Background: an optimization exercise with open tools, aiming at small area and a short achievable clock period. Do not read the settings as production practice.
Power figures rest on the tool's default switching activity, not on a simulated workload.

## main
==> flow/design.v <==
module wavegen (
    input  wire        clk,
    input  wire        rst,             
    input  wire [7:0]  cmd,
    input  wire        cmd_valid,
    output wire        cmd_ready,
    output reg         pin,
    output wire        running,
    output wire [31:0] freq_out,
    output wire [31:0] inc_out,
    output wire [7:0]  duty_high_out,
    output wire [7:0]  duty_low_out
);
    localparam [20:0] F_MAX = 21'd1_250_000;   
    localparam [34:0] NUM   = 35'd1_562_500;   
    reg [20:0] freq8;        
    reg        inc_sel;
    reg [5:0]  dh;           
    reg [5:0]  dl;           
    reg        run;
    reg        ready;
    reg [20:0] rem_r;        
    reg [13:0] quo;          
    reg [3:0]  dcnt;         
    reg [13:0] clkdiv_m1;    
    reg [13:0] tick_cnt;
    reg [3:0]  pattern_j;
    reg [3:0]  fq0, fq1, fq2, fq3;   
    reg [2:0]  fifo_cnt;
    reg [3:0]  cur_j;
    reg [3:0]  osr_rem;
    wire [11:0] lo_is, lo_il, lo_ds, lo_dl;
    wavegen_addk #(.W(11), .K(11'd125),  .SUB(0)) u_is (.a(freq8[10:0]), .s(lo_is));
    wavegen_addk #(.W(11), .K(11'd1250), .SUB(0)) u_il (.a(freq8[10:0]), .s(lo_il));
    wavegen_addk #(.W(11), .K(11'd125),  .SUB(1)) u_ds (.a(freq8[10:0]), .s(lo_ds));
    wavegen_addk #(.W(11), .K(11'd1250), .SUB(1)) u_dl (.a(freq8[10:0]), .s(lo_dl));
    wire [9:0]  hi_p, hi_m;
    assign hi_p[0] = 1'b1;
    assign hi_m[0] = 1'b1;
    genvar gi;
    generate
        for (gi = 1; gi < 10; gi = gi + 1) begin : g_hi
            assign hi_p[gi] = hi_p[gi-1] &  freq8[10+gi];
            assign hi_m[gi] = hi_m[gi-1] & !freq8[10+gi];
        end
    endgenerate
    wire [3:0] sat = {freq8 < 21'd1375, freq8 < 21'd250,
                      freq8 > F_MAX - 21'd1250, freq8 > F_MAX - 21'd125};
    wire [21:0] rem2 = {rem_r, quo[13]};
    wire [21:0] diff;
    wire        qbit;            
    wavegen_sub22 u_div (.a(rem2), .b({1'b0, freq8}), .d(diff), .nb(qbit));
    wire        dload = !ready && dcnt == 4'd15;
    always @(posedge clk) begin
        if (dload) begin
            rem_r <= NUM[34:14];
            quo   <= NUM[13:0];
        end else begin
            rem_r <= qbit ? diff[20:0] : rem2[20:0];
            if (!ready)
                quo <= {quo[12:0], qbit};
        end
    end
    reg [3:0] duty_j;
    always @(*) begin
        case (dh)
            6'd5:    duty_j = 4'd1;
            6'd10:   duty_j = 4'd2;
            6'd15:   duty_j = 4'd3;
            6'd20:   duty_j = 4'd4;
            6'd25:   duty_j = 4'd5;
            6'd30:   duty_j = 4'd6;
            6'd35:   duty_j = 4'd7;
            6'd40:   duty_j = 4'd8;
            default: duty_j = 4'd9;
        endcase
    end
    wire [5:0] dh_step = (dh == 6'd45) ? 6'd5  : dh + 6'd5;
    wire [5:0] dl_step = (dl == 6'd5)  ? 6'd45 : dl - 6'd5;
    wire tz   = tk_b;               
    wire [13:0] tick_dec;
    wire        tk_b;
    wavegen_addk #(.W(14), .K(14'd1), .SUB(1)) u_tk (.a(tick_cnt), .s({tk_b, tick_dec}));
    wire rz   = (osr_rem == 4'd0);
    wire pull = tz & rz;
    wire push = !fifo_cnt[2];
    reg [3:0] head;
    always @(*) begin
        case (fifo_cnt[1:0])
            2'd3:    head = fq1;
            2'd2:    head = fq2;
            2'd1:    head = fq3;
            default: head = fq0;
        endcase
    end
    wire pin_tick = rz ? 1'b0 : (osr_rem <= cur_j);
    always @(posedge clk) begin
        if (!run) begin
            tick_cnt <= quo;
            osr_rem  <= 4'd0;
            fifo_cnt <= 3'd0;
        end else begin
            tick_cnt <= tz ? clkdiv_m1 : tick_dec;
            if (tz)
                osr_rem <= rz ? 4'd9 : osr_rem - 4'd1;
            if (push && !pull)
                fifo_cnt <= fifo_cnt + 3'd1;
            else if (pull && !push)
                fifo_cnt <= fifo_cnt - 3'd1;
        end
        if (pull)
            cur_j <= head;
        if (push) begin
            fq3 <= pattern_j;
            fq2 <= fq3;
            fq1 <= fq2;
            fq0 <= fq1;
        end
    end
    wire [20:0] freq8_d;
    wire        inc_sel_d, run_d, ready_d, pin_d, div_load;
    wire [5:0]  dh_d, dl_d;
    wire [3:0]  dcnt_d;
    wavegen_late u_late (
        .rst(rst), .cmd(cmd), .cmd_valid(cmd_valid),
        .ready(ready), .run(run), .pin(pin), .inc_sel(inc_sel),
        .freq8(freq8), .lo_is(lo_is), .lo_il(lo_il), .lo_ds(lo_ds), .lo_dl(lo_dl),
        .hi_p(hi_p), .hi_m(hi_m), .sat(sat),
        .dh(dh), .dl(dl), .dh_step(dh_step), .dl_step(dl_step),
        .dcnt(dcnt), .tz(tz), .pin_tick(pin_tick),
        .freq8_d(freq8_d), .inc_sel_d(inc_sel_d), .dh_d(dh_d), .dl_d(dl_d),
        .run_d(run_d), .ready_d(ready_d), .dcnt_d(dcnt_d), .pin_d(pin_d),
        .div_load(div_load)
    );
    always @(posedge clk) begin
        freq8   <= freq8_d;
        inc_sel <= inc_sel_d;
        dh      <= dh_d;
        dl      <= dl_d;
        run     <= run_d;
        ready   <= ready_d;
        dcnt    <= dcnt_d;
        pin     <= pin_d;
        if (div_load) begin
            clkdiv_m1 <= quo;
            pattern_j <= duty_j;
        end
    end
    assign cmd_ready     = ready;
    assign running       = run;
    assign freq_out      = {8'd0, freq8, 3'd0};
    assign inc_out       = inc_sel ? 32'd10_000 : 32'd1_000;
    assign duty_high_out = {1'b0, dh, 1'b0};
    assign duty_low_out  = {1'b0, dl, 1'b0};
endmodule
module wavegen_late (
    input  wire        rst,
    input  wire [7:0]  cmd,
    input  wire        cmd_valid,
    input  wire        ready,
    input  wire        run,
    input  wire        pin,
    input  wire        inc_sel,
    input  wire [20:0] freq8,
    input  wire [11:0] lo_is, lo_il, lo_ds, lo_dl,
    input  wire [9:0]  hi_p, hi_m,
    input  wire [3:0]  sat,
    input  wire [5:0]  dh, dl, dh_step, dl_step,
    input  wire [3:0]  dcnt,
    input  wire        tz,
    input  wire        pin_tick,
    output wire [20:0] freq8_d,
    output wire        inc_sel_d,
    output wire [5:0]  dh_d, dl_d,
    output wire        run_d,
    output wire        ready_d,
    output wire [3:0]  dcnt_d,
    output wire        pin_d,
    output wire        div_load
);
    localparam [20:0] F_MIN = 21'd125;
    localparam [20:0] F_MAX = 21'd1_250_000;
    localparam [20:0] F_RST = 21'd2_500;
    wire acc     = cmd_valid & ready & (cmd[3:1] == 3'b000);
    wire c_fr    = acc & (cmd[7:5] == 3'b001);             
    wire c_sel   = acc & (cmd[7:4] == 4'h4);
    wire acc0    = acc & !cmd[0];
    wire c_start = acc0 & (cmd[7:4] == 4'h1);
    wire c_step  = acc0 & (cmd[7:4] == 4'h5);
    wire c_sync  = acc0 & (cmd[7:4] == 4'h6);
    wire c_stop  = acc0 & (cmd[7:4] == 4'h7);
    wire dec     = cmd[4];
    wire sel     = cmd[0];
    reg [11:0] lo;
    reg        sat_x;
    always @(*) begin
        case ({dec, sel})
            2'b00:   begin lo = lo_is; sat_x = sat[0]; end
            2'b01:   begin lo = lo_il; sat_x = sat[1]; end
            2'b10:   begin lo = lo_ds; sat_x = sat[2]; end
            default: begin lo = lo_dl; sat_x = sat[3]; end
        endcase
    end
    wire        cy    = lo[11];
    wire [9:0]  hi    = freq8[20:11] ^ ({10{cy & !dec}} & hi_p | {10{cy & dec}} & hi_m);
    wire [20:0] f_new = sat_x ? (dec ? F_MIN : F_MAX) : {hi, lo[10:0]};
    assign freq8_d   = rst ? F_RST : c_fr ? f_new : freq8;
    assign inc_sel_d = rst ? 1'b1 : c_sel ? sel : inc_sel;
    assign dh_d      = rst ? 6'd25 : c_step ? dh_step : dh;
    assign dl_d      = rst ? 6'd25 : c_step ? dl_step : dl;
    assign run_d     = !rst & (c_start | (run & !c_stop));
    assign ready_d   = !rst & !c_fr & (ready | dcnt == 4'd0);
    assign dcnt_d    = (rst | c_fr) ? 4'd15 : (!ready && dcnt == 4'd15) ? 4'd13 : dcnt - 4'd1;
    assign pin_d     = rst ? 1'b0 :
                       !run ? (c_start | pin) :
                       (tz & !c_stop) ? pin_tick : pin;
    assign div_load  = !run | c_sync;
endmodule
module wavegen_addk #(parameter W = 8, parameter [W-1:0] K = 0, parameter SUB = 0) (
    input  wire [W-1:0] a,
    output wire [W:0]   s
);
    wire [W:0] c;
    assign c[0] = 1'b0;
    genvar i;
    generate
        for (i = 0; i < W; i = i + 1) begin : g
            assign s[i] = a[i] ^ K[i] ^ c[i];
            if (SUB == 0)
                assign c[i+1] = K[i] ? (a[i] | c[i]) : (a[i] & c[i]);
            else
                assign c[i+1] = K[i] ? (!a[i] | c[i]) : (!a[i] & c[i]);
        end
    endgenerate
    assign s[W] = c[W];
endmodule
module wavegen_sub22 (
    input  wire [21:0] a,
    input  wire [21:0] b,
    output wire [21:0] d,
    output wire        nb
);
    wire [22:0] c;               
    assign c[0] = 1'b0;
    genvar i;
    generate
        for (i = 0; i < 22; i = i + 1) begin : g
            wire p = a[i] ^ b[i];
            assign d[i]   = p ^ c[i];
            assign c[i+1] = p ? b[i] : c[i];
        end
    endgenerate
    assign nb = !c[22];
endmodule
clock: 60.0 ns
lec_check: 0
cap_margin: 20
core_margin: 2
core_utilization: 40
cts_buf_list: sky130_fd_sc_hd__clkbuf_8
slew_margin: 20
standard.sh (not shown) runs the stock make flow with config.mk's settings and CLKGATE_MAP_FILE= SYNTH_SCRIPT=/design/flow/synth_recipe.tcl, a recipe that flattens the netlist after the stock synthesis.
==> flow/flow/run.sh <==
#!/bin/bash
# Layout flow: the standard ORFS flow (standard.sh) with the settings in
# flow/extra.mk added on top of the standard flow's config.mk:
#  - SETUP_SLACK_MARGIN: repair_timing keeps working until every path has this
#    much slack at the design's clock period, so the gates on the paths from
#    the inputs and to the outputs get sized and buffered for speed;
#  - ADDER_MAP_FILE empty: Yosys does not extract half/full adder cells, so
#    ABC maps the (ripple) arithmetic to plain gates, which is smaller here;
#  - BUFFER_PORTS_ARGS: the cell the port buffers start from.
# The clock period, constraints and synthesis script are the standard flow's.
set -euo pipefail
W=$(pwd)
{ echo "include $W/config.mk"; cat flow/extra.mk; } > "$W/flow_config.mk"
sed "s#DESIGN_CONFIG=[^ ]*#DESIGN_CONFIG=$W/flow_config.mk#" standard.sh > flow_standard.sh
bash flow_standard.sh > flow_make.log 2>&1
==> flow/flow/extra.mk <==
export SETUP_SLACK_MARGIN = 46.5
export ADDER_MAP_FILE =
export BUFFER_PORTS_ARGS = -buffer_cell sky130_fd_sc_hd__buf_2
The inputs of the feature branch differ from those of main as listed below.
--- a/flow/design.v
+++ b/flow/design.v
@@ -41,26 +41,29 @@
     generate
         for (gi = 1; gi < 10; gi = gi + 1) begin : g_hi
             assign hi_p[gi] = hi_p[gi-1] &  freq8[10+gi];
             assign hi_m[gi] = hi_m[gi-1] & !freq8[10+gi];
         end
     endgenerate
-    wire [3:0] sat = {freq8 < 21'd1375, freq8 < 21'd250,
-                      freq8 > F_MAX - 21'd1250, freq8 > F_MAX - 21'd125};
+    wire [3:0] sat = {freq8[20:8] < 13'd5,
+                      freq8[20:7] == 14'd0,
+                      freq8[20:9] >= 12'd2439,
+                      &(freq8 | ~F_MAX)};
     wire [21:0] rem2 = {rem_r, quo[13]};
-    wire [21:0] diff;
+    wire [21:0] flip;            
     wire        qbit;            
-    wavegen_sub22 u_div (.a(rem2), .b({1'b0, freq8}), .d(diff), .nb(qbit));
-    wire        dload = !ready && dcnt == 4'd15;
+    wavegen_sub22 u_div (.a(rem2), .b({1'b0, freq8}), .x(flip), .nb(qbit));
+    wire        dload = !ready && dcnt == 4'd14;
+    wire        dstep = !ready && dcnt[3:1] != 3'b111;    
     always @(posedge clk) begin
         if (dload) begin
             rem_r <= NUM[34:14];
             quo   <= NUM[13:0];
         end else begin
-            rem_r <= qbit ? diff[20:0] : rem2[20:0];
-            if (!ready)
+            rem_r <= rem2[20:0] ^ ({21{qbit}} & flip[20:0]);
+            if (dstep)
                 quo <= {quo[12:0], qbit};
         end
     end
     reg [3:0] duty_j;
     always @(*) begin
         case (dh)
@@ -93,13 +96,13 @@
             default: head = fq0;
         endcase
     end
     wire pin_tick = rz ? 1'b0 : (osr_rem <= cur_j);
     always @(posedge clk) begin
         if (!run) begin
-            tick_cnt <= quo;
+            tick_cnt <= clkdiv_m1;
             osr_rem  <= 4'd0;
             fifo_cnt <= 3'd0;
         end else begin
             tick_cnt <= tz ? clkdiv_m1 : tick_dec;
             if (tz)
                 osr_rem <= rz ? 4'd9 : osr_rem - 4'd1;
@@ -206,18 +209,18 @@
     wire [20:0] f_new = sat_x ? (dec ? F_MIN : F_MAX) : {hi, lo[10:0]};
     assign freq8_d   = rst ? F_RST : c_fr ? f_new : freq8;
     assign inc_sel_d = rst ? 1'b1 : c_sel ? sel : inc_sel;
     assign dh_d      = rst ? 6'd25 : c_step ? dh_step : dh;
     assign dl_d      = rst ? 6'd25 : c_step ? dl_step : dl;
     assign run_d     = !rst & (c_start | (run & !c_stop));
-    assign ready_d   = !rst & !c_fr & (ready | dcnt == 4'd0);
-    assign dcnt_d    = (rst | c_fr) ? 4'd15 : (!ready && dcnt == 4'd15) ? 4'd13 : dcnt - 4'd1;
+    assign ready_d   = !rst & !c_fr & (ready | dcnt == 4'd15);
+    assign dcnt_d    = (rst | c_fr) ? 4'd14 : dcnt - 4'd1;
     assign pin_d     = rst ? 1'b0 :
                        !run ? (c_start | pin) :
                        (tz & !c_stop) ? pin_tick : pin;
-    assign div_load  = !run | c_sync;
+    assign div_load  = !run | c_sync | c_stop;    
 endmodule
 module wavegen_addk #(parameter W = 8, parameter [W-1:0] K = 0, parameter SUB = 0) (
     input  wire [W-1:0] a,
     output wire [W:0]   s
 );
     wire [W:0] c;
@@ -234,21 +237,21 @@
     endgenerate
     assign s[W] = c[W];
 endmodule
 module wavegen_sub22 (
     input  wire [21:0] a,
     input  wire [21:0] b,
-    output wire [21:0] d,
+    output wire [21:0] x,
     output wire        nb
 );
     wire [22:0] c;               
     assign c[0] = 1'b0;
     genvar i;
     generate
         for (i = 0; i < 22; i = i + 1) begin : g
             wire p = a[i] ^ b[i];
-            assign d[i]   = p ^ c[i];
+            assign x[i]   = b[i] ^ c[i];
             assign c[i+1] = p ? b[i] : c[i];
         end
     endgenerate
     assign nb = !c[22];
 endmodule
Results
Against main, number of buffers outside the clock class in the layout in the feature branch fell by more than 10%. On part of the power in the clock network: between main and the feature branch, it ends up lower for the feature branch. Against main, the feature branch reports a portion of the layout cell area used by clock cells that is higher. Cell count after placement in the feature branch is 18 above main. On the feature branch: final weighted congestion of routability-driven global placement is 2.5% lower than what main gave. Looking at met3 routing resource usage after global routing, the feature branch sits 0.71 points higher than main does. In summary, the feature branch completed successfully, with a layout that passed the timing, design-rule and antenna checks.
Function was not checked in any run of this note: the RTL went through the layout flow alone.

[separate check: timing with driven ports]
The results above use ideal ports. As a check the final layouts listed here were re-extracted and re-timed, cells and wires unchanged. Step 1 (the two cells are an assumption about what drives the block):
set clk [get_ports {clk}]
set_driving_cell -lib_cell sky130_fd_sc_hd__clkbuf_16 $clk
set_driving_cell -lib_cell sky130_fd_sc_hd__buf_2 [delete_from_list [all_inputs] $clk]
Step 2, shift: input delay + t, output delay - t, t = (earliest + latest rising clock arrival at the registers) / 2. This alone moves slack from input paths to output paths. a / b / c = ideal ports / drivers / drivers and shift; a / b = the first two.
run	t (ns)	setup slack, ns	worst setup path after step 2	latest minus earliest clock arrival (ns)
main	0.491	46.613 / 46.580 / 46.139	input to register	0.016 / 0.016
the feature branch	0.497	46.529 / 46.505 / 46.008	input to register	0.019 / 0.018
After both steps setup and hold are still met in every run listed. For the feature branch, which loses most, drivers alone change the setup slack by -0.024 ns; drivers and shift together by -0.521 ns.
